This is an optimization exercise on Yosys and OpenROAD, whose aim is small area, not a production implementation. Only simulation tests tie the RTL to the original design; equivalence was not proved. The clock cells of run 6 come from the design's own scripts or RTL, not from TritonCTS. No driver is modelled on the clock port, so clock power and skew are understated where the tree is cut down; a real chip needs a root buffer or a tree. Power and IR drop assume default switching activity.

--- flow/design.v ---
module servo_frame_core (
    input  wire       clk,
    input  wire       rst,
    input  wire       tick,
    input  wire       btn_n,
    input  wire       cmd_valid,
    input  wire       cmd_we,
    input  wire [3:0] cmd_addr,
    input  wire [7:0] cmd_wdata,
    output reg  [7:0] cmd_rdata,
    output reg        cmd_ok,
    output wire [4:0] servo,
    output wire [2:0] phase,
    output wire       win_open,
    output wire [2:0] mode,
    output wire [2:0] tent,
    output wire       sel,
    output wire       cal,
    output wire [3:0] ev
);
    localparam [9:0] TERM      = 10'd600;   
    localparam [9:0] L_OVH     = 10'd184;   
    localparam [9:0] L_IDLE_C  = 10'd115;   
    reg [7:0] p0, p1, p2, p3, p4;    
    reg [3:0] q;                     
    reg [9:0] c;                     
    reg [2:0] js;                    
    reg [1:0] mode_q;                
    reg [1:0] tent_q;                
    reg [4:0] hold_q;                
    reg       sel_q, cal_q, btn_q, rel_q;
    reg [3:0] ev_q;                  
    wire idle = q[3];
    wire ovh  = (q == 4'd0);
    assign phase    = {q[2] | idle, q[1] | idle, q[0] & ~idle};
    assign win_open = ovh & ~sel_q & ~cal_q;
    assign mode     = {1'b0, mode_q};
    assign tent     = {1'b0, tent_q};
    assign sel      = sel_q;
    assign cal      = cal_q;
    assign ev       = ev_q;
    assign servo[0] = (q == 4'd1);
    assign servo[1] = (q == 4'd2);
    assign servo[2] = (q == 4'd3);
    assign servo[3] = (q == 4'd4);
    assign servo[4] = (q == 4'd5);
    wire cmd   = cmd_valid & ~rst;
    wire wr    = cmd & cmd_we;
    wire wr_ok = wr & win_open & (cmd_addr <= 4'h4);
    wire caldone = wr & (cmd_addr == 4'hB) & cmd_wdata[0];
    always @(*) begin
        cmd_rdata = 8'h00;
        cmd_ok    = 1'b0;
        if (cmd) begin
            if (!cmd_we) begin
                cmd_ok = (cmd_addr <= 4'hA);
                case (cmd_addr)
                    4'h0: cmd_rdata = p0;
                    4'h1: cmd_rdata = p1;
                    4'h2: cmd_rdata = p2;
                    4'h3: cmd_rdata = p3;
                    4'h4: cmd_rdata = p4;
                    4'h5: cmd_rdata = {6'b0, mode_q};
                    4'h6: cmd_rdata = {6'b0, tent_q};
                    4'h7: cmd_rdata = {3'b0, win_open, rel_q, btn_q, cal_q, sel_q};
                    4'h8: cmd_rdata = {3'b0, hold_q};
                    4'h9: cmd_rdata = {4'b0, ev_q};
                    4'hA: cmd_rdata = {5'b0, phase};
                    default: cmd_rdata = 8'h00;
                endcase
            end else begin
                cmd_ok = (cmd_addr <= 4'h4) ? win_open : (cmd_addr == 4'hB);
            end
        end
    end
    wire uend  = tick & js[2] & ~js[1];
    wire term  = c[9] & c[6] & c[4] & c[3];
    wire pend  = uend & term;                
    wire bnd   = pend & (q == 4'd13);        
    wire pr     = ~btn_n;
    wire h19    = hold_q[4] & hold_q[1] & hold_q[0];
    wire hnz    = |hold_q;
    wire e_inc  = pr & rel_q & ~h19;
    wire e_ent  = pr & rel_q & h19 & ~sel_q;
    wire e_com  = pr & rel_q & h19 & sel_q;
    wire e_taps = ~pr & sel_q & hnz;
    wire e_tapn = ~pr & ~sel_q & hnz;
    wire [1:0] tent_inc = (tent_q == 2'd2) ? 2'd0 : tent_q + 2'd1;
    wire [1:0] rtent = e_taps ? tent_inc : tent_q;
    wire rnd = bnd & (e_ent | e_com | e_taps);           
    wire set_any = bnd & (e_ent | e_taps);
    wire we0 = wr_ok & (cmd_addr[2:0] == 3'd0);
    wire we1 = wr_ok & (cmd_addr[2:0] == 3'd1);
    wire we2 = wr_ok & (cmd_addr[2:0] == 3'd2);
    wire we3 = wr_ok & (cmd_addr[2:0] == 3'd3);
    wire we4 = wr_ok & (cmd_addr[2:0] == 3'd4);
    wire kp  = ~rst & ~rnd;
    wire [7:0] pn0 = (p0 & {8{kp & ~we0}}) | (cmd_wdata & {8{we0}}) | {8{set_any & (rtent == 2'd0)}};
    wire [7:0] pn1 = (p1 & {8{kp & ~we1}}) | (cmd_wdata & {8{we1}}) | {8{set_any & (rtent == 2'd1)}};
    wire [7:0] pn2 = (p2 & {8{kp & ~we2}}) | (cmd_wdata & {8{we2}}) | {8{set_any & (rtent == 2'd2)}};
    wire [7:0] pn3 = (p3 & {8{kp & ~we3}}) | (cmd_wdata & {8{we3}});
    wire [7:0] pn4 = (p4 & {8{kp & ~we4}}) | (cmd_wdata & {8{we4}});
    reg [7:0] psel;
    always @(*) begin
        case (q[2:0])
            3'd0: psel = pn0;
            3'd1: psel = p1;
            3'd2: psel = p2;
            3'd3: psel = p3;
            default: psel = p4;
        endcase
    end
    reg [9:0] c_ld;
    always @(*) begin
        if (q == 4'd5)
            c_ld = L_IDLE_C;
        else if (q == 4'd13)
            c_ld = L_OVH;
        else if (idle)
            c_ld = {1'b0, q[2:0] != 3'd0, ~psel};
        else
            c_ld = {2'b01, psel};
    end
    wire [3:0] q_nx = (q == 4'd5) ? 4'd8 : (q == 4'd13) ? 4'd0 : q + 4'd1;
    always @(posedge clk) begin
        if (rst) begin
            q  <= 4'd0;
            c  <= L_OVH;
            js <= 3'b011;
        end else if (tick) begin
            if (pend) begin
                q <= q_nx;
                c <= c_ld;
            end else if (uend) begin
                c <= c + 10'd1;
            end
            if (pend && (q == 4'd5 || q == 4'd13))
                js <= 3'b011;
            else
                js <= {js[1:0], ~js[2]};
        end
    end
    always @(posedge clk) begin
        p0 <= pn0;
        p1 <= pn1;
        p2 <= pn2;
        p3 <= pn3;
        p4 <= pn4;
    end
    always @(posedge clk) begin
        if (rst) begin
            mode_q <= 2'd0;
            tent_q <= 2'd0;
            hold_q <= 5'd0;
            sel_q  <= 1'b0;
            cal_q  <= 1'b0;
            btn_q  <= 1'b0;
            rel_q  <= 1'b1;
            ev_q   <= 4'b0000;
        end else begin
            if (caldone)
                cal_q <= 1'b0;
            if (bnd) begin
                btn_q  <= pr;
                ev_q   <= {e_tapn, e_taps, e_com, e_ent};
                hold_q <= e_inc ? hold_q + 5'd1 : (pr & ~rel_q) ? hold_q : 5'd0;
                if (~pr)
                    rel_q <= 1'b1;
                else if (e_ent | e_com)
                    rel_q <= 1'b0;
                if (e_ent)
                    sel_q <= 1'b1;
                if (e_com) begin
                    sel_q  <= 1'b0;
                    mode_q <= tent_q;
                    cal_q  <= (tent_q == 2'd0);
                end
                if (e_taps)
                    tent_q <= tent_inc;
            end
        end
    end
endmodule
--- flow/run.sh ---
#!/bin/bash
# synth_recipe.tcl (not shown) runs the flow's synth.tcl, then flattens the netlist and writes it again
# the make line also repeats each setting of config.mk as NAME=value (left out here)
make -C /OpenROAD-flow-scripts/flow DESIGN_CONFIG=/design/flow/config.mk WORK_HOME=/design/flow/orfs CLKGATE_MAP_FILE= SYNTH_SCRIPT=/design/flow/synth_recipe.tcl finish
--- flow/constraint.sdc ---
create_clock -name core_clock -period 12.0 [get_ports {clk}]
set_input_delay 2.4000 -clock core_clock [delete_from_list [all_inputs] [get_ports {clk}]]
set_output_delay 2.4000 -clock core_clock [all_outputs]
set_load 0.01 [all_outputs]
--- flow/config.mk ---
export PLATFORM = sky130hd
export DESIGN_NAME = servo_frame_core
export DESIGN_NICKNAME = servo_frame_core
export VERILOG_FILES = /design/flow/design.v
export SDC_FILE = /design/flow/constraint.sdc
export NUM_CORES = 4
export LEC_CHECK = 0
export CAP_MARGIN = 20
export CORE_MARGIN = 2
export CORE_UTILIZATION = 40
export PLACE_DENSITY = 0.6
export SLEW_MARGIN = 20
==> flow_summary.yaml, run 1 <==
floorplan:
  initial_utilization_pct: 41.3
  chipWidth_um: 110
  placementRows: 38
  die_area_mm2: 0.0121
  chipHeight_um: 110
  core_region_area_mm2: 0.0109
  io-pin-count: 48
clock_network:
  cts_setup_buffers: 0
  clkSlewWorstSetupHoldPaths_ns: 0.08
  ctsHoldBuffers: 0
  tritoncts_num_sinks: 74
  ctsHtreeMaxLevel: 3
  postCtsResizedCells: 0
  total_clock_buffers_created_by_cts: 9
  cts_root_buf: "sky130_fd_sc_hd__clkbuf_8"
  clock_insertion_delay_worst_skew_ns: 0.36
  clock_path_buffers: 2
  tritoncts: "done"
grt:
  grt_antenna_before_repair: 0
  grt_start_max_net_pins: 32
  grt_pass1_wl_um: 23500
  grt_remaining_overflow: 0
  global_route.usage.total_pct: 25.6
  first_global_vias: 4172
sta:
  relSlewSlack_pct: 33.3
  timing.fmax_mhz: 131
  slew_viol_final: 0
  worstMarginPinSlew_ns: 0.998
  hold_violations: 0
  rsz_0062_raised_after_global_routing: "no"
  whs_ns: 0.483
  setup_ws_ns: 4.39
  clock-skew-final_ns: 0.0122
  min_period_over_period_pct: 63.4
  setup-tns-final_ns: 0
  setup_violations: 0
  clock_period_minus_final_worst_setup_slack_ns: 7.61
yosys:
  synthArstFlopShare_pct: 0
  syn_area_per_cell_um2: 7.90
  netlist-cell-type-count: 74
  synthesis.instances: 570
  yosys_register_bits: 74
  postSynth.topFlopCell: "sky130_fd_sc_hd__dfxtp_1"
  seq_area_frac_synth_pct: 32.9
  syn_area_mm2: 0.00450
  number_of_flops_mapped_to_enable_cells_by_yosys: 0
  synth-warning-count: 1
critical_path:
  startpoint_of_the_worst_register_to_register_path: "q[0]"
  critical-path-top-cell-by-count: "sky130_fd_sc_hd__clkdlybuf4s50_1"
  worstRegToRegCells: 6
  timing.critical_path.from: "cmd_addr[1]"
  start_kind: "input port"
  critical_path_required_ns: 9.60
  worst-endpoint-arrival_ns: 5.21
  timing.critical_path.depth: 7
  worstReg2RegEnd: "p2[5]"
  slowest_stage: "sky130_fd_sc_hd__clkdlybuf4s50_1"
  reg2reg_slack_ns: 8.76
  crit_path_end: "cmd_rdata[4]"
  top_delay_family_on_crit_path: "buffers and inverters"
  critical_path.max_stage_delay_ns: 1.10
  path_buf_inv: 2
  crit_type: "input port to output pin"
  cp_cell_sequence: "clkdlybuf4s50_1 -> nand2b_1 -> nor2_1 -> a22oi_1 -> o21ai_0 -> nor2b_1 -> clkdlybuf4s50_1"
  worstPathMaxFanout: 26
  timing.critical_path.to_type: "output pin"
status:
  status: "complete, no violations"
power:
  ir_worst_vdd_uv: 56.8
  leakage_nw: 1.81
  post-layout-total-power_mw: 0.528
  p_per_area_mw_per_mm2: 100
drt:
  routed_wl_um: 14800
  wire_per_inst_um: 20.1
  post_drt_via_cell_ratio: 6.19
  drc: 0
  routed-via-count: 4561
  drt_pre_antenna_iters: 7
  final_antenna_net_count: 0
  met2_length_um: 6720
  top_routing_layer_in_use: "met4"
  met3RoutedLength_um: 1080
  wl_met1_um: 6770
  drt_iter0_drc: 369
cells_and_area:
  drive_gt1_share_pct: 9.05
  layout-area-overhead-vs-synth_pct: 17.0
  antenna-diode-count: 0
  finish.utilization_pct: 48.3
  final_area_mm2: 0.00526
  layout_commonest_cell: "sky130_fd_sc_hd__dfxtp_1"
  mostFrequentLayoutCells: "sky130_fd_sc_hd__dfxtp_1 (74), sky130_fd_sc_hd__nor2_1 (60), sky130_fd_sc_hd__nand2_1 (54)"
  post_layout_nonfiller_instances: 737
  num-nets-final: 614
place:
  gpl.final_weighted_congestion: 0.892
  placedCellCount: 721
  portBuffers: 45
  detailedPlacementHpwl_um: 10700
  place_ws_ns: 4.43
  place_area_mm2: 0.00502
min_path:
  worst_hold_path_type: "flop to flop"
run:
  drv.max_cap_violation_count: 0
## routing by layer
metal	GRT usage [%]	vias up
li1	-	2184
met2	38.5	197
met4	8.59	0
met1	37.3	2160
met5	0	-
met3	3.53	20
## flip-flops by register name, summed over array words and instances (netlist names)
name,count
sel_q,1
q,4
p4,8
rel_q,1
p2,8
cal_q,1
hold_q,5
p0,8
ev_q,4
mode_q,2
btn_q,1
tent_q,2
p1,8
c,10
js,3
p3,8
## cell type report
type	count	area, um^2
clock buffer	12	145
clock inverter	4	98.8
fill	1074	5620
inverter	10	37.5
multi-input combinational	442	2800
sequential	74	1480
tap	140	175
timing repair buffer	55	526
## power by group
part	internal, mW	switching [mW]	total, mW
logic	0.0124	0.0209	0.0333
clock network	0.145	0.101	0.246
registers	0.247	0.00159	0.249
total	0.404	0.124	0.528
## cell usage after synthesis, types with 6 or more instances
cell type / instances / area (um^2)
sky130_fd_sc_hd__dfxtp_1: 74 / 1480
sky130_fd_sc_hd__a221o_1: 9 / 90.1
sky130_fd_sc_hd__mux2i_1: 12 / 120
sky130_fd_sc_hd__nand4_1: 10 / 62.6
sky130_fd_sc_hd__nand3_1: 19 / 95.1
sky130_fd_sc_hd__nor2b_1: 9 / 56.3
sky130_fd_sc_hd__or3_1: 8 / 50.1
sky130_fd_sc_hd__a22o_1: 12 / 105
sky130_fd_sc_hd__inv_1: 10 / 37.5
sky130_fd_sc_hd__nand3b_1: 8 / 60.1
sky130_fd_sc_hd__a21oi_1: 39 / 195
sky130_fd_sc_hd__mux2_2: 9 / 101
sky130_fd_sc_hd__clkbuf_1: 37 / 139
sky130_fd_sc_hd__nand2_1: 54 / 203
sky130_fd_sc_hd__o21ai_0: 38 / 190
sky130_fd_sc_hd__and2_1: 6 / 37.5
sky130_fd_sc_hd__nand2b_1: 7 / 43.8
sky130_fd_sc_hd__nor3_1: 17 / 85.1
sky130_fd_sc_hd__a211oi_1: 7 / 52.6
sky130_fd_sc_hd__nor2_1: 60 / 225
sky130_fd_sc_hd__a22oi_1: 7 / 52.6
## tightest hold or removal path, cell delays in order, from the launching register on
cell and delay, ns:
sky130_fd_sc_hd__dfxtp_1 0.33, sky130_fd_sc_hd__nand2_1 0.06, sky130_fd_sc_hd__a21oi_1 0.05
## how the worst min path moves through the flow
stage / from / to / slack (ns) / depth (start not counted)
6_report: ev_q[1] / ev_q[1] / 0.48 / 2
5_1_grt: c[8] / c[8] / 0.50 / 2
4_1_cts: ev_q[1] / ev_q[1] / 0.48 / 2
3_5_place_dp: ev_q[1] / ev_q[1] / 0.47 / 2
3_3_place_gp: c[8] / c[8] / 0.46 / 2
2_1_floorplan: btn_q / btn_q / 0.43 / 2
## kinds of logic after synthesis
logic type	share of synthesized area [%]
other	0.0833
muxes	5.92
AOI/OAI and AO/OA	26.6
and+or+nand+nor	27.3
xor gates and xnor gates	1.17
adders and majority gates	1.11
buffers and inverters	4.95
DFF	32.9
==> run 2: changes to the inputs <==
==> flow/flow/run.sh (new file) <==
#!/bin/bash
# Own layout flow: the standard ORFS flow (standard.sh) with
#  - synthesis through flow/synth.tcl (area-oriented ABC script),
#  - port buffers made from the smallest buffer cell,
#  - a clock tree without dummy loads.
# Each make run's full output goes to a log file in the work folder; ORFS
# keeps each tool's own log under orfs/logs/.
set -euo pipefail
here=$(pwd)
export OWN_FLOW_DIR=$here/flow
export FLOW_SYNTH_TCL=$here/synth_recipe.tcl
export BUFFER_PORTS_ARGS="-buffer_cell sky130_fd_sc_hd__buf_1"
export CTS_ARGS="-sink_clustering_enable -repair_clock_nets -dont_use_dummy_load"
sed "s#SYNTH_SCRIPT=[^ ]*#SYNTH_SCRIPT=$here/flow/synth.tcl#" standard.sh > standard_own.sh
grep -q "SYNTH_SCRIPT=$here/flow/synth.tcl" standard_own.sh
bash ./standard_own.sh > flow_make.log 2>&1
==> flow/flow/abc_area.script (new file) <==
strash
ifraig
scorr
dc2
dretime
strash
&get -n
&dch -f
&nf
&put
==> flow/flow/synth.tcl (new file) <==
# Synthesis for this flow: the standard synthesis script, with the
# combinational mapping done by an area-oriented ABC script and without the
# full/half-adder extraction. Registers are made exactly as in the standard
# synthesis (the changes only touch the steps after flip-flop mapping).
proc extract_fa {args} {}
proc abc {args} {
  set i [lsearch -exact $args -script]
  if {$i >= 0} {
    lset args [expr {$i + 1}] [file join $::env(OWN_FLOW_DIR) abc_area.script]
  }
  set j [lsearch -exact $args -D]
  if {$j >= 0} {
    set args [lreplace $args $j [expr {$j + 1}]]
  }
  set k [lsearch -exact $args -constr]
  if {$k >= 0} {
    set args [lreplace $args $k [expr {$k + 1}]]
  }
  yosys abc {*}$args
}
source $::env(FLOW_SYNTH_TCL)
==> flow/standard.sh (new file) <==
#!/bin/bash
# synth_recipe.tcl (not shown) runs the flow's synth.tcl, then flattens the netlist and writes it again
# the make line also repeats each setting of config.mk as NAME=value (left out here)
make -C /OpenROAD-flow-scripts/flow DESIGN_CONFIG=/design/flow/config.mk WORK_HOME=/design/flow/orfs CLKGATE_MAP_FILE= SYNTH_SCRIPT=/design/flow/synth_recipe.tcl "${@:-finish}"
--- a/flow/config.mk
+++ b/flow/config.mk
@@ -9,4 +9,5 @@
 export CORE_MARGIN = 2
 export CORE_UTILIZATION = 40
+export GPL_TIMING_DRIVEN = 0
 export PLACE_DENSITY = 0.6
 export SLEW_MARGIN = 20
removed: flow/run.sh
==> run 2 against run 1 <==
Still clean. Clock power fell by 39%. Wire length fell by 18%. Non-clock buffer count fell by 5. Worst hold slack got worse by 0.0022 ns. Die area fell by 17%. Synthesized cell count fell by 24%. Combinational power fell by 21%. Via count fell by 15%. Register-to-register slack got worse by 0.56 ns. Critical path type unchanged.
==> flow_summary.yaml, run 2 <==
status:
  status: "complete, no violations"
cells_and_area:
  antenna-diode-count: 0
  mostFrequentLayoutCells: "sky130_fd_sc_hd__dfxtp_1 (74), sky130_fd_sc_hd__nand2_1 (51), sky130_fd_sc_hd__buf_1 (44)"
  register_bank_with_the_most_flops: "c"
  drive_gt1_share_pct: 4.45
  num-nets-final: 514
  post_layout_nonfiller_instances: 605
  layout-area-overhead-vs-synth_pct: 13.4
  number_of_flip_flops_under_the_largest_register_name: 10
  layout_commonest_cell: "sky130_fd_sc_hd__dfxtp_1"
clock_network:
  clock_insertion_delay_worst_skew_ns: 0.36
  tritoncts_num_sinks: 74
  cts_root_buf: "sky130_fd_sc_hd__clkbuf_8"
  clkSlewWorstSetupHoldPaths_ns: 0.05
  tritoncts: "done"
  ctsHoldBuffers: 0
  total_clock_buffers_created_by_cts: 9
  postCtsResizedCells: 0
  ctsHtreeMaxLevel: 3
  clock_path_buffers: 2
  cts_setup_buffers: 0
critical_path:
  worst-endpoint-arrival_ns: 4.50
  crit_type: "input port to output pin"
  critical-path-top-cell-by-count: "sky130_fd_sc_hd__buf_1"
  timing.critical_path.to_type: "output pin"
  worstPathMaxFanout: 12
  critical_path.max_stage_delay_ns: 0.65
  cp_cell_sequence: "buf_1 -> nand2b_1 -> nor3_2 -> a22oi_1 -> nand2_1 -> a221oi_1 -> a31oi_1 -> buf_1"
  start_kind: "input port"
  critical_path_required_ns: 9.60
  path_buf_inv: 2
  top_delay_family_on_crit_path: "simple AND/OR/NAND/NOR gates"
  slowest_stage: "sky130_fd_sc_hd__nor3_2"
yosys:
  synthArstFlopShare_pct: 0
  synth-adder-area-share_pct: 0
  syn_area_mm2: 0.00370
  compound_gate_portion_of_the_synthesized_area_pct: 31.8
  main_combinational_cell_family_by_area_after_synthesis: "compound AO/OA/AOI/OAI gates"
  synth.area.mux_share_pct: 2.71
  synth-warning-count: 1
  postSynth.topFlopCell: "sky130_fd_sc_hd__dfxtp_1"
  syn_area_per_cell_um2: 8.48
  synthesis.instances: 436
  number_of_flops_mapped_to_enable_cells_by_yosys: 0
  seq_area_frac_synth_pct: 40.1
  yosys_register_bits: 74
  synth_commonest_cells: "sky130_fd_sc_hd__dfxtp_1 (74), sky130_fd_sc_hd__nand2_1 (51), sky130_fd_sc_hd__nor2_1 (42)"
  synth-simple-area-share_pct: 23.2
  synth_top_cells_by_area: "sky130_fd_sc_hd__dfxtp_1 (40%), sky130_fd_sc_hd__a221o_1 (5.7%), sky130_fd_sc_hd__nand2_1 (5.2%), sky130_fd_sc_hd__a21oi_1 (4.6%), sky130_fd_sc_hd__a22o_1 (4.3%)"
  yosys.area_share.xor_xnor_pct: 1.18
  yosysMostFrequentCell: "sky130_fd_sc_hd__dfxtp_1"
  synth_top_area_share_pct: 40.1
  netlist-cell-type-count: 46
  synthDominantAreaCellType: "sky130_fd_sc_hd__dfxtp_1"
place:
  placedCellCount: 596
  portBuffers: 45
  gpl.final_weighted_congestion: 0.936
  place_ws_ns: 5.02
  detailedPlacementHpwl_um: 8720
floorplan:
  chipWidth_um: 100
  initial_utilization_pct: 40.6
  placementRows: 35
  core_region_area_mm2: 0.00911
  die_area_mm2: 0.0100
  chipHeight_um: 100
  io-pin-count: 48
power:
  ir_worst_vdd_uv: 41.1
  leakage_nw: 1.51
  p_per_area_mw_per_mm2: 102
sta:
  slew_viol_final: 0
  setup_violations: 0
  timing.fmax_mhz: 145
  relSlewSlack_pct: 41.5
  worstMarginPinSlew_ns: 0.870
  clock-skew-final_ns: 0.0303
  rsz_0062_raised_after_global_routing: "no"
  clock_period_minus_final_worst_setup_slack_ns: 6.90
  min_period_over_period_pct: 57.5
  hold_violations: 0
  setup_ws_ns: 5.10
  setup-tns-final_ns: 0
drt:
  drt_pre_antenna_iters: 8
  routed-via-count: 3863
  wire_per_inst_um: 19.9
  post_drt_via_cell_ratio: 6.39
  routed_wl_um: 12100
  drt_iter0_drc: 342
  final_antenna_net_count: 0
  drc: 0
grt:
  grt_remaining_overflow: 0
  global_route.usage.total_pct: 24.2
  grt_pass1_wl_um: 19000
  grt_antenna_before_repair: 0
  first_global_vias: 3620
  grt_start_max_net_pins: 31
min_path:
  worst_hold_path_type: "flop to flop"
run:
  drv.max_cap_violation_count: 0
## run 2: path summary, 6_finish.rpt
| kind | start | end | slack [ns] | cells after the start |
|---|---|---|---|---|
| hold reg to reg | ev_q[3] | ev_q[3] | 0.48 | 2 |
| setup reg to reg | q[2] | c[0] | 8.20 | 9 |
| hold / removal | ev_q[3] | ev_q[3] | 0.48 | 2 |
| setup / recovery | cmd_addr[2] | cmd_rdata[2] | 5.10 | 8 |
## run 2: per-stage QoR
step,area [um^2],util [%],hold WS (ns),power [mW]
after floorplan,3700,-,0.442,0.267
final,4190,46.0,0.481,0.426
after global placement,4010,44.0,0.463,0.279
after CTS,4180,45.9,0.483,0.428
after detailed placement,4060,44.6,0.472,0.280
after global routing,4190,46.0,0.497,0.442
## run 2: cells by family after synthesis
kind of cell              Yosys count
and+or+nand+nor                   176
AOI/OAI and AO/OA                 162
DFF                                74
muxes                              10
buffers and inverters               8
xor gates and xnor gates            5
other                               1
## run 2: report_power, final
| group | total [mW] | internal [mW] | switching, mW |
|---|---|---|---|
| clock | 0.150 | 0.0670 | 0.0829 |
| sequential | 0.249 | 0.248 | 0.00180 |
| combinational | 0.0264 | 0.00740 | 0.0190 |
| total | 0.426 | 0.322 | 0.104 |
## run 2: area by class of cell
type / count / area, um^2
Timing Repair Buffer: 48 / 190
Inverter: 6 / 22.5
Tap cell: 111 / 139
Buffer: 2 / 15.0
Multi-Input combinational cell: 355 / 2220
Fill cell: 939 / 4920
Clock buffer: 9 / 124
Sequential cell: 74 / 1480
## run 2: worst min-delay path, cell delays in order, from the launching register on
cell and delay (ns):
sky130_fd_sc_hd__dfxtp_1 0.33, sky130_fd_sc_hd__nand2_1 0.06, sky130_fd_sc_hd__a21oi_1 0.05
## run 2: metal layers
metal	GRT usage, %	wire, um
met1	32.8	5230
met2	37.0	5340
met3	4.81	1010
met4	11.6	483
met5	0	0
==> run 3: changes to the inputs <==
--- a/flow/design.v
+++ b/flow/design.v
@@ -29,6 +29,7 @@
     reg [1:0] tent_q;                
     reg [4:0] hold_q;                
-    reg       sel_q, cal_q, btn_q, rel_q;
-    reg [3:0] ev_q;                  
+    reg       sel_q, cal_q;          
+    reg       lat_q;                 
+    reg       evf_q;                 
     wire idle = q[3];
     wire ovh  = (q == 4'd0);
@@ -39,4 +40,8 @@
     assign sel      = sel_q;
     assign cal      = cal_q;
+    wire hnz   = |hold_q;
+    wire rel_q = ~lat_q;
+    wire btn_q = lat_q | hnz;
+    wire [3:0] ev_q = {4{evf_q}} & {~lat_q & ~sel_q, ~lat_q & sel_q, lat_q & ~sel_q, lat_q & sel_q};
     assign ev       = ev_q;
     assign servo[0] = (q == 4'd1);
@@ -80,5 +85,4 @@
     wire pr     = ~btn_n;
     wire h19    = hold_q[4] & hold_q[1] & hold_q[0];
-    wire hnz    = |hold_q;
     wire e_inc  = pr & rel_q & ~h19;
     wire e_ent  = pr & rel_q & h19 & ~sel_q;
@@ -155,18 +159,16 @@
             sel_q  <= 1'b0;
             cal_q  <= 1'b0;
-            btn_q  <= 1'b0;
-            rel_q  <= 1'b1;
-            ev_q   <= 4'b0000;
+            lat_q  <= 1'b0;
+            evf_q  <= 1'b0;
         end else begin
             if (caldone)
                 cal_q <= 1'b0;
             if (bnd) begin
-                btn_q  <= pr;
-                ev_q   <= {e_tapn, e_taps, e_com, e_ent};
-                hold_q <= e_inc ? hold_q + 5'd1 : (pr & ~rel_q) ? hold_q : 5'd0;
+                evf_q  <= e_ent | e_com | e_taps | e_tapn;
+                hold_q <= e_inc ? hold_q + 5'd1 : 5'd0;
                 if (~pr)
-                    rel_q <= 1'b1;
+                    lat_q <= 1'b0;
                 else if (e_ent | e_com)
-                    rel_q <= 1'b0;
+                    lat_q <= 1'b1;
                 if (e_ent)
                     sel_q <= 1'b1;
--- a/flow/config.mk
+++ b/flow/config.mk
@@ -8,6 +8,6 @@
 export CAP_MARGIN = 20
 export CORE_MARGIN = 2
-export CORE_UTILIZATION = 40
+export CORE_UTILIZATION = 75
 export GPL_TIMING_DRIVEN = 0
-export PLACE_DENSITY = 0.6
+export PLACE_DENSITY = 0.88
 export SLEW_MARGIN = 20
==> run 3 against run 2 <==
Power decreased by 5.6%. Die area fell by 46%. Worst hold slack got worse by 0.0023 ns. Core utilization increased by 39 points. Worst setup slack got worse by 0.28 ns. Still clean on timing, DRC and antenna. Final area is 4.4% lower. Clock skew fell by 0.017 ns. Cell count fell by 6.3%. Clock power fell by 5%. Via count grew 8.7%.
==> flow_summary.yaml, run 3 <==
status:
  status: "complete, no violations"
power:
  comb_power_share_pct: 5.7
  seq_power_share_pct: 58.7
  switching_share_pct: 23.5
  p_per_area_mw_per_mm2: 100
  clock_power_share_pct: 35.6
  ir_worst_vdd_uv: 104
  internal_power_mw: 0.307
  leakage_nw: 1.53
  post-layout-total-power_mw: 0.402
  netSwitchingPower_mw: 0.0946
sta:
  rsz_0062_raised_after_global_routing: "no"
  worstMarginPinSlew_ns: 1.00
  slew_viol_final: 0
  clock-skew-final_ns: 0.0135
  whs_ns: 0.479
  min_period_over_period_pct: 59.9
  setup_ws_ns: 4.82
  setup_violations: 0
  clock_period_minus_final_worst_setup_slack_ns: 7.18
  setup-tns-final_ns: 0
  hold_violations: 0
  relSlewSlack_pct: 32.9
  timing.fmax_mhz: 139
clock_network:
  ctsHoldBuffers: 0
  postCtsResizedCells: 0
  clkSlewWorstSetupHoldPaths_ns: 0.06
  cts_setup_buffers: 0
  tritoncts: "done"
  clock_path_buffers: 2
  tritoncts_num_sinks: 70
  ctsHtreeMaxLevel: 3
  cts_root_buf: "sky130_fd_sc_hd__clkbuf_8"
  total_clock_buffers_created_by_cts: 9
  clock_insertion_delay_worst_skew_ns: 0.35
cells_and_area:
  num-nets-final: 533
  finish.utilization_pct: 85.4
  register_bank_with_the_most_flops: "c"
  drive_gt1_share_pct: 3.12
  final_area_mm2: 0.00401
  mostFrequentLayoutCells: "sky130_fd_sc_hd__nand2_1 (84), sky130_fd_sc_hd__dfxtp_1 (70), sky130_fd_sc_hd__buf_1 (44)"
  layout-area-overhead-vs-synth_pct: 10.7
  antenna-diode-count: 0
  number_of_flip_flops_under_the_largest_register_name: 10
  post_layout_nonfiller_instances: 567
  layout_commonest_cell: "sky130_fd_sc_hd__nand2_1"
floorplan:
  core_region_area_mm2: 0.00469
  die_area_mm2: 0.00540
  chipHeight_um: 73.5
  chipWidth_um: 73.5
  io-pin-count: 48
  placementRows: 25
  initial_utilization_pct: 77.2
drt:
  drc: 0
  routed-via-count: 4199
  post_drt_via_cell_ratio: 7.41
  wire_per_inst_um: 20.1
  drt_iter0_drc: 763
  drt_pre_antenna_iters: 7
  routed_wl_um: 11400
  final_antenna_net_count: 0
critical_path:
  start_kind: "input port"
  worst-endpoint-arrival_ns: 4.78
  critical_path_required_ns: 9.60
  timing.critical_path.to_type: "output pin"
  crit_type: "input port to output pin"
  slowest_stage: "sky130_fd_sc_hd__nor3b_2"
  cp_cell_sequence: "buf_1 -> nor2b_1 -> nor3b_2 -> a22oi_1 -> nand4_1 -> a211oi_1 -> a31oi_1 -> buf_1"
  critical_path.max_stage_delay_ns: 0.71
  critical-path-top-cell-by-count: "sky130_fd_sc_hd__buf_1"
  reg2reg_slack_ns: 8.43
  worstPathMaxFanout: 11
  path_buf_inv: 2
  top_delay_family_on_crit_path: "simple AND/OR/NAND/NOR gates"
grt:
  met3_usage_pct: 10.6
  grt_remaining_overflow: 0
  grt_pass1_wl_um: 17700
  global_route.usage.total_pct: 42.8
  first_global_vias: 3580
  global_route.peak_usage_layer: "met2"
  grt_antenna_before_repair: 0
  grt_start_max_net_pins: 33
  use_met1_pct: 56.4
  grtUsageMet2_pct: 65.0
place:
  place_area_mm2: 0.00388
  placedCellCount: 558
  portBuffers: 45
  place_ws_ns: 4.94
  detailedPlacementHpwl_um: 8010
  gpl.final_weighted_congestion: 1.03
yosys:
  synth-warning-count: 1
  synthesis.instances: 457
  seq_area_frac_synth_pct: 38.7
  synthDominantAreaCellType: "sky130_fd_sc_hd__dfxtp_1"
  synth_top_cells_by_area: "sky130_fd_sc_hd__dfxtp_1 (39%), sky130_fd_sc_hd__nand2_1 (8.7%), sky130_fd_sc_hd__a22oi_1 (4.8%), sky130_fd_sc_hd__a22o_1 (4.6%), sky130_fd_sc_hd__a21oi_1 (3.9%)"
  syn_area_per_cell_um2: 7.93
  netlist-cell-type-count: 46
  synthArstFlopShare_pct: 0
  number_of_flops_mapped_to_enable_cells_by_yosys: 0
  syn_area_mm2: 0.00362
  yosysMostFrequentCell: "sky130_fd_sc_hd__nand2_1"
  synth_top_area_share_pct: 38.7
  synth_commonest_cells: "sky130_fd_sc_hd__nand2_1 (84), sky130_fd_sc_hd__dfxtp_1 (70), sky130_fd_sc_hd__nor2_1 (37)"
  yosys_register_bits: 70
  postSynth.topFlopCell: "sky130_fd_sc_hd__dfxtp_1"
run:
  drv.max_cap_violation_count: 0
min_path:
  worst_hold_path_type: "flop to flop"
==> run 3: power groups by stage <==
stage	Combinational (mW)	Clock, mW	Sequential (mW)
2_1_floorplan	0.0112	0	0.241
3_3_place_gp	0.0207	0	0.241
3_5_place_dp	0.0218	0	0.241
4_1_cts	0.0220	0.141	0.236
5_1_grt	0.0248	0.150	0.236
6_report	0.0230	0.143	0.236
==> run 3: layout make-up <==
class,count,area (um^2)
Multi-Input combinational cell,380,2200
Sequential cell,70,1400
Fill cell,296,683
Timing Repair Buffer,46,175
Clock buffer,9,124
Tap cell,54,67.6
Inverter,6,22.5
Buffer,2,15.0
==> run 3: worst reg2reg max path: stages, from the launching register on <==
cell                      delay, ns
sky130_fd_sc_hd__dfxtp_1       0.52
sky130_fd_sc_hd__or2_0         0.43
sky130_fd_sc_hd__nor4_1        0.83
sky130_fd_sc_hd__nand3_1       0.48
sky130_fd_sc_hd__nand4_1       0.27
sky130_fd_sc_hd__a31oi_1       0.12
sky130_fd_sc_hd__o22ai_1       0.20
sky130_fd_sc_hd__mux2_1        0.34
sky130_fd_sc_hd__a21oi_1       0.14
sky130_fd_sc_hd__o21ai_0       0.08
==> run 3: cells by family (layout without fill, tap and decap cells) <==
group	Yosys count	count (layout)	share of synthesized area [%]
XOR/XNOR	5	5	1.21
buffers and inverters	8	63	1.04
other	1	2	0.104
AND/OR/NAND/NOR	227	227	29.8
AO/OA/AOI/OAI	139	139	27.1
multiplexers	7	7	2.04
flip-flops	70	70	38.7
==> run 3: worst paths after layout <==
kind	startpoint	to	cells after the start
worst max register to register	q[2]	c[7]	9
worst min register to register	js[0]	js[0]	2
worst max-delay path	cmd_addr[2]	cmd_rdata[0]	8
worst min-delay path	js[0]	js[0]	2
==> run 3: layer usage <==
| layer | part of all wire [%] | vias to the layer above | routed length [um] |
|---|---|---|---|
| li1 | - | 1857 | - |
| met1 | 37 | 1874 | 4180 |
| met2 | 45 | 400 | 5080 |
| met3 | 14 | 68 | 1580 |
| met4 | 4.8 | 0 | 552 |
| met5 | 0 | - | 0 |
==> run 4: changes to the inputs <==
==> flow/flow/abc_area.script (replaced) <==
strash
&get -n
&st
&dc2
&dch -f
&nf
&st
&dc2
&dch -f
&nf
&put
==> run 4 against run 3 <==
Still clean. Clock skew rose by 0.0037 ns. Global-route usage rose by 0.57 points. Clock power barely moved. Synthesized cell count fell by 12%. Critical endpoint is now cmd_ok. Cell count fell by 9.7%.
==> flow_summary.yaml, run 4 <==
floorplan:
  chipHeight_um: 72.6
  placementRows: 24
  die_area_mm2: 0.00527
  io-pin-count: 48
  chipWidth_um: 72.6
  initial_utilization_pct: 79.4
  core_region_area_mm2: 0.00444
drt:
  met2_length_um: 5180
  final_antenna_net_count: 0
  drt_pre_antenna_iters: 7
  met3RoutedLength_um: 1420
  routed_wl_um: 11000
  routed-via-count: 3951
  drc: 0
  drt_iter0_drc: 731
  wire_per_inst_um: 21.6
  post_drt_via_cell_ratio: 7.72
  top_routing_layer_in_use: "met4"
  wl_met1_um: 3930
yosys:
  postSynth.topFlopCell: "sky130_fd_sc_hd__dfxtp_1"
  netlist-cell-type-count: 48
  yosysMostFrequentCell: "sky130_fd_sc_hd__dfxtp_1"
  synthArstFlopShare_pct: 0
  synth_top_cells_by_area: "sky130_fd_sc_hd__dfxtp_1 (40%), sky130_fd_sc_hd__a221o_1 (6.8%), sky130_fd_sc_hd__a21oi_1 (5.1%), sky130_fd_sc_hd__a22o_1 (4.5%), sky130_fd_sc_hd__nand2_1 (4.1%)"
  syn_area_mm2: 0.00353
  synthesis.instances: 404
  seq_area_frac_synth_pct: 39.7
  synth_top_area_share_pct: 39.7
  synthDominantAreaCellType: "sky130_fd_sc_hd__dfxtp_1"
  synth_commonest_cells: "sky130_fd_sc_hd__dfxtp_1 (70), sky130_fd_sc_hd__nand2_1 (39), sky130_fd_sc_hd__a21oi_1 (36)"
  number_of_flops_mapped_to_enable_cells_by_yosys: 0
  synth-warning-count: 1
  syn_area_per_cell_um2: 8.74
  yosys_register_bits: 70
place:
  place_ws_ns: 5.19
  gpl.final_weighted_congestion: 1.05
  portBuffers: 45
  detailedPlacementHpwl_um: 7530
  place_area_mm2: 0.00379
critical_path:
  critical_path_required_ns: 9.60
  timing.critical_path.to_type: "output pin"
  start_kind: "input port"
  worst-endpoint-arrival_ns: 4.65
  worstPathMaxFanout: 10
  worstRegToRegCells: 9
  crit_type: "input port to output pin"
cells_and_area:
  antenna-diode-count: 0
  layout-area-overhead-vs-synth_pct: 11.6
  drive_gt1_share_pct: 4.35
  num-nets-final: 480
  register_bank_with_the_most_flops: "c"
  fillCellCount: 236
  mostFrequentLayoutCells: "sky130_fd_sc_hd__dfxtp_1 (70), sky130_fd_sc_hd__buf_1 (44), sky130_fd_sc_hd__nand2_1 (39)"
  number_of_flip_flops_under_the_largest_register_name: 10
  finish.utilization_pct: 88.7
  layout_commonest_cell: "sky130_fd_sc_hd__dfxtp_1"
  final_area_mm2: 0.00394
sta:
  clock-skew-final_ns: 0.0172
  clock_period_minus_final_worst_setup_slack_ns: 7.05
  setup-tns-final_ns: 0
  worstMarginPinSlew_ns: 1.24
  timing.fmax_mhz: 142
  slew_viol_final: 0
  rsz_0062_raised_after_global_routing: "no"
  setup_violations: 0
  min_period_over_period_pct: 58.8
  whs_ns: 0.472
  relSlewSlack_pct: 17.2
  setup_ws_ns: 4.95
  hold_violations: 0
min_path:
  hold_depth: 2
  worst_hold_path_type: "flop to flop"
grt:
  grt_remaining_overflow: 0
  grt_start_max_net_pins: 33
  global_route.usage.total_pct: 43.4
  grt_antenna_before_repair: 0
  first_global_vias: 3645
  grt_pass1_wl_um: 17500
clock_network:
  clock_insertion_delay_worst_skew_ns: 0.36
  postCtsResizedCells: 0
  clock_path_buffers: 2
  tritoncts: "done"
  ctsHtreeMaxLevel: 3
  cts_setup_buffers: 0
  clkSlewWorstSetupHoldPaths_ns: 0.06
  cts_root_buf: "sky130_fd_sc_hd__clkbuf_8"
  ctsHoldBuffers: 0
  total_clock_buffers_created_by_cts: 9
  tritoncts_num_sinks: 70
power:
  seq_power_share_pct: 58.5
  leakage_nw: 1.40
  clock_power_share_pct: 35.8
  ir_worst_vdd_uv: 90.1
  switching_share_pct: 23.8
  p_per_area_mw_per_mm2: 102
  internal_power_mw: 0.308
  netSwitchingPower_mw: 0.0961
  comb_power_share_pct: 5.8
run:
  drv.max_cap_violation_count: 0
status:
  status: "complete, no violations"
run 4: cell count changes in the layout (fill, tap and decap cells not counted), sizes merged, moves of 4 or more:
cell | before | now
nor2 | 37 | 29
a31oi | 18 | 10
o21a | 0 | 4
a221o | 0 | 24
nand2 | 84 | 39
nand3 | 28 | 8
a32oi | 0 | 5
a222oi | 5 | 10
a21oi | 28 | 36
nor3b | 3 | 7
nand4 | 12 | 1
o21ai | 11 | 17
a22oi | 23 | 8
run 4: power groups by stage:
| stage | registers (mW) | logic (mW) | clock network, mW |
|---|---|---|---|
| after floorplan | 0.240 | 0.0111 | 0 |
| after global placement | 0.241 | 0.0207 | 0 |
| after detailed placement | 0.241 | 0.0216 | 0 |
| after CTS | 0.236 | 0.0221 | 0.143 |
| after global routing | 0.236 | 0.0251 | 0.153 |
| final | 0.236 | 0.0234 | 0.144 |
run 4: routing by layer:
metal / vias to the layer above / track usage, %
li1: 1730 / -
met5: - / 0
met3: 91 / 14.8
met2: 359 / 68.6
met1: 1771 / 51.1
met4: 0 / 25.5
run 4: cells by family (layout without fill, tap and decap cells):
| group | count (synthesis) | after routing | synth area share (%) |
|---|---|---|---|
| AO/OA/AOI/OAI | 158 | 158 | 33.4 |
| XOR/XNOR | 4 | 4 | 0.992 |
| buffers and inverters | 9 | 64 | 1.17 |
| flip-flops | 70 | 70 | 39.7 |
| multiplexers | 6 | 6 | 1.74 |
| other | 1 | 2 | 0.106 |
| AND/OR/NAND/NOR | 156 | 156 | 22.9 |
run 4: area by class of cell:
| class | instances | area (um^2) | area share, % |
|---|---|---|---|
| multi-input cells | 326 | 2130 | 54.1 |
| flip-flops and latches | 70 | 1400 | 35.6 |
| repair buffers | 46 | 178 | 4.51 |
| clock buffers | 9 | 124 | 3.14 |
| well taps | 52 | 65.1 | 1.65 |
| inverters | 7 | 26.3 | 0.667 |
| plain buffers | 2 | 15.0 | 0.381 |
run 4: final timing paths:
kind                    start   endpoint  slack [ns]
hold reg to reg     mode_q[0]  mode_q[0]        0.47
hold / removal      mode_q[0]  mode_q[0]        0.47
setup / recovery  cmd_addr[2]     cmd_ok        4.95
setup reg to reg         q[2]       c[6]        7.70
run 4: worst max-delay path: stages:
cell                      delay [ns]
sky130_fd_sc_hd__buf_1          0.33
sky130_fd_sc_hd__nor2b_1        0.43
sky130_fd_sc_hd__nor3b_2        0.65
sky130_fd_sc_hd__o21ai_0        0.37
sky130_fd_sc_hd__nand2_1        0.16
sky130_fd_sc_hd__or2_0          0.15
sky130_fd_sc_hd__buf_1          0.16
run 4: through the flow:
step / power [mW] / cells
final: 0.404 / 512
after global routing: 0.414 / 512
after CTS: 0.401 / 512
after detailed placement: 0.262 / 503
after global placement: 0.261 / 502
after floorplan: 0.252 / 405
==> run 5: changes to the inputs <==
==> flow/flow/abc_area.script (replaced) <==
strash
ifraig
scorr
dc2
dretime
strash
&get -n
&dch -f
&nf
&put
--- a/flow/config.mk
+++ b/flow/config.mk
@@ -8,6 +8,6 @@
 export CAP_MARGIN = 20
 export CORE_MARGIN = 2
-export CORE_UTILIZATION = 75
+export CORE_UTILIZATION = 60
 export GPL_TIMING_DRIVEN = 0
-export PLACE_DENSITY = 0.88
+export PLACE_DENSITY = 0.75
 export SLEW_MARGIN = 20
==> run 5 against run 4 <==
Area after synthesis is 2.6% higher. Clock skew is 0.0052 ns higher. Sequential power hardly changed. Flip-flop and latch count stayed put. Register-to-register slack better by 0.53 ns. First-iteration DRC count is 19% lower. Worst hold slack hardly changed. Highest routed layer unchanged. Cell count is 15% higher. Non-clock buffer count stayed put. Die area is 27% higher. Power is 0.50% higher. Final area is 2.3% higher.
==> flow_summary.yaml, run 5 <==
cells_and_area:
  mostFrequentLayoutCells: "sky130_fd_sc_hd__nand2_1 (84), sky130_fd_sc_hd__dfxtp_1 (70), sky130_fd_sc_hd__buf_1 (44)"
  fillCellCount: 532
  layout-area-overhead-vs-synth_pct: 11.3
  antenna-diode-count: 0
  number_of_flip_flops_under_the_largest_register_name: 10
  register_bank_with_the_most_flops: "c"
  drive_gt1_share_pct: 2.92
  num-nets-final: 533
  layout_commonest_cell: "sky130_fd_sc_hd__nand2_1"
power:
  leakage_nw: 1.53
  post-layout-total-power_mw: 0.406
  ir_worst_vdd_uv: 76.3
  p_per_area_mw_per_mm2: 101
place:
  gpl.final_weighted_congestion: 0.955
  place_ws_ns: 4.97
  detailedPlacementHpwl_um: 7960
  portBuffers: 45
sta:
  clock-skew-final_ns: 0.0225
  min_period_over_period_pct: 59.7
  hold_violations: 0
  setup-tns-final_ns: 0
  setup_ws_ns: 4.83
  whs_ns: 0.471
  setup_violations: 0
  clock_period_minus_final_worst_setup_slack_ns: 7.17
  rsz_0062_raised_after_global_routing: "no"
  timing.fmax_mhz: 139
  slew_viol_final: 0
  relSlewSlack_pct: 24.8
  worstMarginPinSlew_ns: 1.12
status:
  status: "complete, no violations"
drt:
  met2_length_um: 4860
  wire_per_inst_um: 18.8
  routed-via-count: 3984
  top_routing_layer_in_use: "met4"
  met3RoutedLength_um: 929
  wl_met1_um: 4880
  routed_wl_um: 11100
  post_drt_via_cell_ratio: 6.78
  drt_iter0_drc: 592
  drc: 0
  final_antenna_net_count: 0
  drt_pre_antenna_iters: 7
critical_path:
  critical_path.max_stage_delay_ns: 0.76
  cp_cell_sequence: "buf_1 -> nor2b_1 -> nor3b_2 -> a22oi_1 -> nand4_1 -> a221oi_1 -> a41oi_1 -> buf_1"
  worstPathMaxFanout: 11
  worst-endpoint-arrival_ns: 4.77
  path_buf_inv: 2
  critical_path_required_ns: 9.60
  critical-path-top-cell-by-count: "sky130_fd_sc_hd__buf_1"
  crit_type: "input port to output pin"
  timing.critical_path.to_type: "output pin"
  reg2reg_slack_ns: 8.23
  start_kind: "input port"
  top_delay_family_on_crit_path: "simple AND/OR/NAND/NOR gates"
  slowest_stage: "sky130_fd_sc_hd__nor3b_2"
floorplan:
  chipHeight_um: 81.7
  initial_utilization_pct: 61.5
  die_area_mm2: 0.00667
  placementRows: 28
  core_region_area_mm2: 0.00589
  chipWidth_um: 81.7
  io-pin-count: 48
yosys:
  seq_area_frac_synth_pct: 38.7
  synth_top_cells_by_area: "sky130_fd_sc_hd__dfxtp_1 (39%), sky130_fd_sc_hd__nand2_1 (8.7%), sky130_fd_sc_hd__a22oi_1 (4.8%), sky130_fd_sc_hd__a22o_1 (4.6%), sky130_fd_sc_hd__a21oi_1 (3.9%)"
  yosysMostFrequentCell: "sky130_fd_sc_hd__nand2_1"
  synthDominantAreaCellType: "sky130_fd_sc_hd__dfxtp_1"
  yosys_register_bits: 70
  synth-warning-count: 1
  netlist-cell-type-count: 46
  synthesis.instances: 457
  syn_area_per_cell_um2: 7.93
  synth_top_area_share_pct: 38.7
  synthArstFlopShare_pct: 0
  postSynth.topFlopCell: "sky130_fd_sc_hd__dfxtp_1"
  synth_commonest_cells: "sky130_fd_sc_hd__nand2_1 (84), sky130_fd_sc_hd__dfxtp_1 (70), sky130_fd_sc_hd__nor2_1 (37)"
  syn_area_mm2: 0.00362
  number_of_flops_mapped_to_enable_cells_by_yosys: 0
grt:
  global_route.usage.total_pct: 34.1
  grt_remaining_overflow: 0
  grt_pass1_wl_um: 17300
  grt_start_max_net_pins: 33
  first_global_vias: 3512
  grt_antenna_before_repair: 0
clock_network:
  clock_insertion_delay_worst_skew_ns: 0.36
  ctsHoldBuffers: 0
  tritoncts: "done"
  cts_root_buf: "sky130_fd_sc_hd__clkbuf_8"
  postCtsResizedCells: 0
  ctsHtreeMaxLevel: 3
  clkSlewWorstSetupHoldPaths_ns: 0.07
  total_clock_buffers_created_by_cts: 9
  tritoncts_num_sinks: 70
  cts_setup_buffers: 0
  clock_path_buffers: 2
run:
  drv.max_cap_violation_count: 0
min_path:
  worst_hold_path_type: "flop to flop"
run 5: cell count changes in the layout (fill, tap and decap cells not counted), sizes merged, moves of 6 or more:
cell and change:
a22oi +15, nand4 +11, o21ai -6, a21oi -8
nand3 +20, a31oi +8, nor2 +8, a221o -24
nand2 +45
run 5: logic make-up after synthesis:
group / Yosys count / synth area share [%]
and+or+nand+nor: 227 / 29.8
DFF: 70 / 38.7
muxes: 7 / 2.04
AOI/OAI and AO/OA: 139 / 27.1
buffers and inverters: 8 / 1.04
other: 1 / 0.104
xor gates and xnor gates: 5 / 1.21
run 5: power breakdown:
group | internal, mW | switching [mW] | total, mW
clock | 0.0669 | 0.0799 | 0.147
sequential | 0.234 | 0.00161 | 0.236
combinational | 0.00637 | 0.0167 | 0.0231
run 5: path summary, 6_finish.rpt:
check                                 start           end  cells after the start
worst max-delay path            cmd_addr[2]  cmd_rdata[1]                      8
worst min-delay path                  js[0]         js[1]                      2
worst max register to register         q[2]          c[7]                      9
worst min register to register        js[0]         js[1]                      2
run 5: layout make-up:
class                   instances  area [um^2]  share of cell area [%]
inverters                       6         22.5                   0.558
plain buffers                   2         15.0                   0.372
well taps                      75         93.8                    2.33
multi-input cells             380         2200                    54.5
repair buffers                 46          178                    4.41
clock buffers                   9          124                    3.07
flip-flops and latches         70         1400                    34.8
run 5: worst reg2reg max path, delay by kind of cell, from the launching register on:
kind,cells,cell delay (ns)
simple gates,4,2.18
flops,1,0.52
compound gates,4,0.59
mux,1,0.35
run 5: stage by stage:
stage | instances | util [%] | area, um^2
2_1_floorplan | 458 | - | 3630
3_3_place_gp | 578 | 66.1 | 3890
3_5_place_dp | 579 | 66.4 | 3910
4_1_cts | 588 | 68.5 | 4030
5_1_grt | 588 | 68.5 | 4030
6_report | 588 | 68.5 | 4030
run 5: per-layer routing:
| metal | track usage [%] | vias to the layer above |
|---|---|---|
| met4 | 15.8 | 0 |
| li1 | - | 1869 |
| met3 | 4.95 | 45 |
| met1 | 47.1 | 1841 |
| met5 | 0 | - |
| met2 | 52.5 | 229 |
==> run 6: changes to the inputs <==
==> flow/flow/run.sh (replaced) <==
#!/bin/bash
# Own layout flow: the standard ORFS flow (standard.sh) with
#  - synthesis through flow/synth.tcl (area-oriented ABC script),
#  - port buffers made from the smallest buffer cell,
#  - a small clock tree of its own in place of TritonCTS (flow/pre_cts.tcl).
# Each make run's full output goes to a log file in the work folder; ORFS
# keeps each tool's own log under orfs/logs/.
set -euo pipefail
here=$(pwd)
export OWN_FLOW_DIR=$here/flow
export FLOW_SYNTH_TCL=$here/synth_recipe.tcl
export BUFFER_PORTS_ARGS="-buffer_cell sky130_fd_sc_hd__buf_1"
export PRE_CTS_TCL=$here/flow/pre_cts.tcl
export OWN_CTS_GROUPS=6
export OWN_CTS_BUF=sky130_fd_sc_hd__clkbuf_8
export OWN_CTS_ROOT=sky130_fd_sc_hd__clkbuf_2
sed "s#SYNTH_SCRIPT=[^ ]*#SYNTH_SCRIPT=$here/flow/synth.tcl#" standard.sh > standard_own.sh
grep -q "SYNTH_SCRIPT=$here/flow/synth.tcl" standard_own.sh
bash ./standard_own.sh > flow_make.log 2>&1
==> flow/flow/abc_area.script (replaced) <==
strash
&get -n
&st
&dc2
&dch -f
&nf
&st
&dc2
&dch -f
&nf
&put
==> flow/flow/clock_buffers.tcl (new file) <==
# A small clock tree for this small design, used in place of TritonCTS's
# H-tree: the registers are split into OWN_CTS_GROUPS groups of nearby
# registers (recursive bisection along the longer side), each group's clock
# pins are driven by one OWN_CTS_BUF buffer placed at the group's centre, and
# the group buffers are driven by one OWN_CTS_ROOT buffer placed at their
# centre, which the clock port drives.

proc own_cts_split {sinks k} {
  if {$k <= 1} { return [list $sinks] }
  set xs {}; set ys {}
  foreach s $sinks { lappend xs [lindex $s 1]; lappend ys [lindex $s 2] }
  set xs [lsort -integer $xs]; set ys [lsort -integer $ys]
  set dx [expr {[lindex $xs end] - [lindex $xs 0]}]
  set dy [expr {[lindex $ys end] - [lindex $ys 0]}]
  set idx [expr {$dx >= $dy ? 1 : 2}]
  set sorted [lsort -integer -index $idx $sinks]
  set k1 [expr {$k / 2}]
  set n1 [expr {[llength $sorted] * $k1 / $k}]
  return [concat [own_cts_split [lrange $sorted 0 [expr {$n1 - 1}]] $k1] \
                 [own_cts_split [lrange $sorted $n1 end] [expr {$k - $k1}]]]
}

proc own_cts_centre {points} {
  set sx 0; set sy 0
  foreach p $points { set sx [expr {$sx + [lindex $p 1]}]; set sy [expr {$sy + [lindex $p 2]}] }
  return [list [expr {$sx / [llength $points]}] [expr {$sy / [llength $points]}]]
}

proc own_clock_tree {} {
  set k $::env(OWN_CTS_GROUPS)
  set db [ord::get_db]
  set block [ord::get_db_block]
  set leaf [$db findMaster $::env(OWN_CTS_BUF)]
  set root [$db findMaster $::env(OWN_CTS_ROOT)]
  set clk [$block findNet clk]
  set sinks {}
  foreach it [$clk getITerms] {
    set bb [[$it getInst] getBBox]
    lappend sinks [list $it [expr {([$bb xMin] + [$bb xMax]) / 2}] [expr {([$bb yMin] + [$bb yMax]) / 2}]]
  }
  set trunk [odb::dbNet_create $block "clknet_own_root"]
  $trunk setSigType CLOCK
  set centres {}
  set g 0
  foreach grp [own_cts_split $sinks $k] {
    lassign [own_cts_centre $grp] cx cy
    lappend centres [list {} $cx $cy]
    set buf [odb::dbInst_create $block $leaf "clkbuf_own_$g"]
    set net [odb::dbNet_create $block "clknet_own_$g"]
    $net setSigType CLOCK
    foreach s $grp {
      set it [lindex $s 0]
      $it disconnect
      $it connect $net
    }
    [$buf findITerm A] connect $trunk
    [$buf findITerm X] connect $net
    $buf setLocation $cx $cy
    $buf setPlacementStatus PLACED
    incr g
  }
  lassign [own_cts_centre $centres] cx cy
  set rbuf [odb::dbInst_create $block $root "clkbuf_own_root"]
  [$rbuf findITerm A] connect $clk
  [$rbuf findITerm X] connect $trunk
  $rbuf setLocation $cx $cy
  $rbuf setPlacementStatus PLACED
  $clk setSigType CLOCK
}
==> flow/flow/pre_cts.tcl (new file) <==
# Run before cts.tcl's clock_tree_synthesis call: replace that call with the
# small clock tree of clock_buffers.tcl.
source [file join $::env(OWN_FLOW_DIR) clock_buffers.tcl]
rename clock_tree_synthesis triton_clock_tree_synthesis
proc clock_tree_synthesis {args} {
  own_clock_tree
  set_propagated_clock [all_clocks]
}
--- a/flow/config.mk
+++ b/flow/config.mk
@@ -8,6 +8,6 @@
 export CAP_MARGIN = 20
 export CORE_MARGIN = 2
-export CORE_UTILIZATION = 60
+export CORE_UTILIZATION = 75
 export GPL_TIMING_DRIVEN = 0
-export PLACE_DENSITY = 0.75
+export PLACE_DENSITY = 0.88
 export SLEW_MARGIN = 20
==> run 6 against run 5 <==
Worst setup slack improved by 0.25 ns. Combinational power about the same. Still clean on timing, DRC and antenna. Core utilization increased by 19 points. Final area decreased by 3.2%. Synthesized cell count decreased by 12%. Wire length decreased by 5.3%. Fmax increased by 3.7%. Largest power group unchanged. Cell count decreased by 13%. Flip-flop and latch count unchanged.
==> flow_summary.yaml, run 6 <==
cells_and_area:
  final_area_mm2: 0.00390
  fillCellCount: 240
  layout-area-overhead-vs-synth_pct: 10.6
  finish.utilization_pct: 87.8
  num-nets-final: 479
  antenna-diode-count: 0
  mostFrequentLayoutCells: "sky130_fd_sc_hd__dfxtp_1 (70), sky130_fd_sc_hd__buf_1 (44), sky130_fd_sc_hd__nand2_1 (39)"
  drive_gt1_share_pct: 3.92
  layout_commonest_cell: "sky130_fd_sc_hd__dfxtp_1"
  post_layout_nonfiller_instances: 511
  number_of_flip_flops_under_the_largest_register_name: 10
  register_bank_with_the_most_flops: "c"
yosys:
  synth_top_cells_by_area: "sky130_fd_sc_hd__dfxtp_1 (40%), sky130_fd_sc_hd__a221o_1 (6.8%), sky130_fd_sc_hd__a21oi_1 (5.1%), sky130_fd_sc_hd__a22o_1 (4.5%), sky130_fd_sc_hd__nand2_1 (4.1%)"
  yosys.area_share.xor_xnor_pct: 0.992
  compound_gate_portion_of_the_synthesized_area_pct: 33.4
  yosys_register_bits: 70
  synth_commonest_cells: "sky130_fd_sc_hd__dfxtp_1 (70), sky130_fd_sc_hd__nand2_1 (39), sky130_fd_sc_hd__a21oi_1 (36)"
  syn_area_per_cell_um2: 8.74
  synthesis.instances: 404
  synthDominantAreaCellType: "sky130_fd_sc_hd__dfxtp_1"
  netlist-cell-type-count: 48
  synth-warning-count: 1
  yosysMostFrequentCell: "sky130_fd_sc_hd__dfxtp_1"
  synth-simple-area-share_pct: 22.9
  synth_top_area_share_pct: 39.7
  synth-adder-area-share_pct: 0
  postSynth.topFlopCell: "sky130_fd_sc_hd__dfxtp_1"
  synth.area.mux_share_pct: 1.74
  main_combinational_cell_family_by_area_after_synthesis: "compound AO/OA/AOI/OAI gates"
  seq_area_frac_synth_pct: 39.7
  syn_area_mm2: 0.00353
  number_of_flops_mapped_to_enable_cells_by_yosys: 0
  synthArstFlopShare_pct: 0
floorplan:
  core_region_area_mm2: 0.00444
  chipWidth_um: 72.6
  initial_utilization_pct: 79.4
  chipHeight_um: 72.6
  placementRows: 24
  die_area_mm2: 0.00527
  io-pin-count: 48
critical_path:
  timing.critical_path.to_type: "output pin"
  start_kind: "input port"
  critical_path_required_ns: 9.60
  critical-path-top-cell-by-count: "sky130_fd_sc_hd__buf_1"
  worstPathMaxFanout: 10
  crit_type: "input port to output pin"
  cp_cell_sequence: "buf_1 -> nor2b_1 -> nor3b_2 -> o21ai_0 -> nand2_1 -> or2_0 -> buf_1"
  slowest_stage: "sky130_fd_sc_hd__nor3b_2"
  critical_path.max_stage_delay_ns: 0.64
  worstRegToRegCells: 9
  worst-endpoint-arrival_ns: 4.52
drt:
  wire_per_inst_um: 20.5
  drc: 0
  final_antenna_net_count: 0
  drt_iter0_drc: 652
  drt_pre_antenna_iters: 7
  routed-via-count: 3856
  routed_wl_um: 10500
  post_drt_via_cell_ratio: 7.55
grt:
  first_global_vias: 3544
  grt_start_max_net_pins: 33
  grt_antenna_before_repair: 0
  grt_pass1_wl_um: 16600
  grt_remaining_overflow: 0
  global_route.usage.total_pct: 39.1
sta:
  slew_viol_final: 0
  clock-skew-final_ns: 0.0132
  whs_ns: 0.483
  setup-tns-final_ns: 0
  worstMarginPinSlew_ns: 1.19
  hold_violations: 0
  clock_period_minus_final_worst_setup_slack_ns: 6.92
  setup_ws_ns: 5.08
  rsz_0062_raised_after_global_routing: "no"
  timing.fmax_mhz: 145
  min_period_over_period_pct: 57.6
  setup_violations: 0
  relSlewSlack_pct: 20.4
power:
  post-layout-total-power_mw: 0.377
  p_per_area_mw_per_mm2: 96.5
  leakage_nw: 1.38
  ir_worst_vdd_uv: 91.3
clock_network:
  clock_insertion_delay_worst_skew_ns: 0.53
  ctsHoldBuffers: 0
  clkSlewWorstSetupHoldPaths_ns: 0.09
  postCtsResizedCells: 0
  cts_setup_buffers: 0
place:
  portBuffers: 45
  detailedPlacementHpwl_um: 7530
  gpl.final_weighted_congestion: 1.05
  placedCellCount: 503
  place_area_mm2: 0.00379
  place_ws_ns: 5.19
min_path:
  worst_hold_path_type: "flop to flop"
  hold_depth: 2
status:
  status: "complete, no violations"
run:
  drv.max_cap_violation_count: 0
run 6: changes by cell type in the layout (fill, tap and decap cells not counted), sizes merged, moves of 4 or more:
cell    change
nand2      -45
a221o      +24
nand3      -20
a22oi      -15
nand4      -11
a21oi       +8
a31oi       -8
nor2        -8
o21ai       +6
a222oi      +5
a32oi       +5
nor3b       +4
o21a        +4
run 6: where the power goes:
group	leakage, nW	internal, mW	switching, mW	total (mW)
registers	0.565	0.234	0.00174	0.236
clock network	0.0473	0.0460	0.0720	0.118
logic	0.770	0.00670	0.0163	0.0230
total	1.38	0.287	0.0901	0.377
run 6: final cells by class:
class	count	area [um^2]	share of cell area (%)
Inverter	7	26.3	0.673
Sequential cell	70	1400	35.9
Timing Repair Buffer	47	183	4.68
Buffer	9	103	2.63
Multi-Input combinational cell	326	2130	54.5
Tap cell	52	65.1	1.67
run 6: per-layer routing:
metal  GRT usage (%)  vias up  share of wire, %
met5               0        -                 0
met4            19.1        0               3.7
met3            8.84       59                12
met2            63.0      304                47
met1            49.4     1758                37
li1                -     1735                 -
run 6: logic make-up after synthesis:
group / count (synthesis)
simple gates: 156
other cells: 1
flops: 70
xor+xnor: 4
buf+inv: 9
compound gates: 158
mux: 6
run 6: worst paths after layout:
kind          startpoint        end  slack, ns
max          cmd_addr[2]     cmd_ok       5.08
min            mode_q[0]  mode_q[0]       0.48
max reg2reg         q[2]       c[6]       7.65
min reg2reg    mode_q[0]  mode_q[0]       0.48
run 6: worst max-delay path, delay by kind of cell:
family | cells | cell delay [ns]
AOI/OAI and AO/OA | 1 | 0.33
buffers and inverters | 2 | 0.45
and+or+nand+nor | 4 | 1.34

==> static timing again, ports no longer ideal <==
Ports are ideal in the flow. The routed layouts listed here were re-timed in OpenROAD. Step 1: set_driving_cell puts a clkbuf_16 on clk and a buf_2 on each other input, an assumption about the parent block. Step 2 also shifts input and output timing later by t, the mid clock arrival at the registers, as if the neighbouring blocks saw the same clock. a / b / c = ideal ports / drivers / drivers and shift; a / b = the first two.
run	t, ns	setup slack, ns	worst setup path at the end	worst data-port slew with drivers (ns)	cell pins on the clock port's net
run 1	0.394	4.391 / 4.362 / 4.362	input to output	0.03	1
run 2	0.377	5.099 / 5.071 / 5.071	input to output	0.03	1
run 3	0.374	4.818 / 4.795 / 4.795	input to output	0.03	1
run 4	0.384	4.950 / 4.927 / 4.927	input to output	0.03	1
run 5	0.378	4.830 / 4.806 / 4.806	input to output	0.03	1
run 6	0.552	5.083 / 5.060 / 5.060	input to output	0.03	1
After both steps every run listed still meets setup and hold. The setup slack of run 1, which loses most, moves by -0.029 ns with the drivers and by -0.029 ns with both steps.
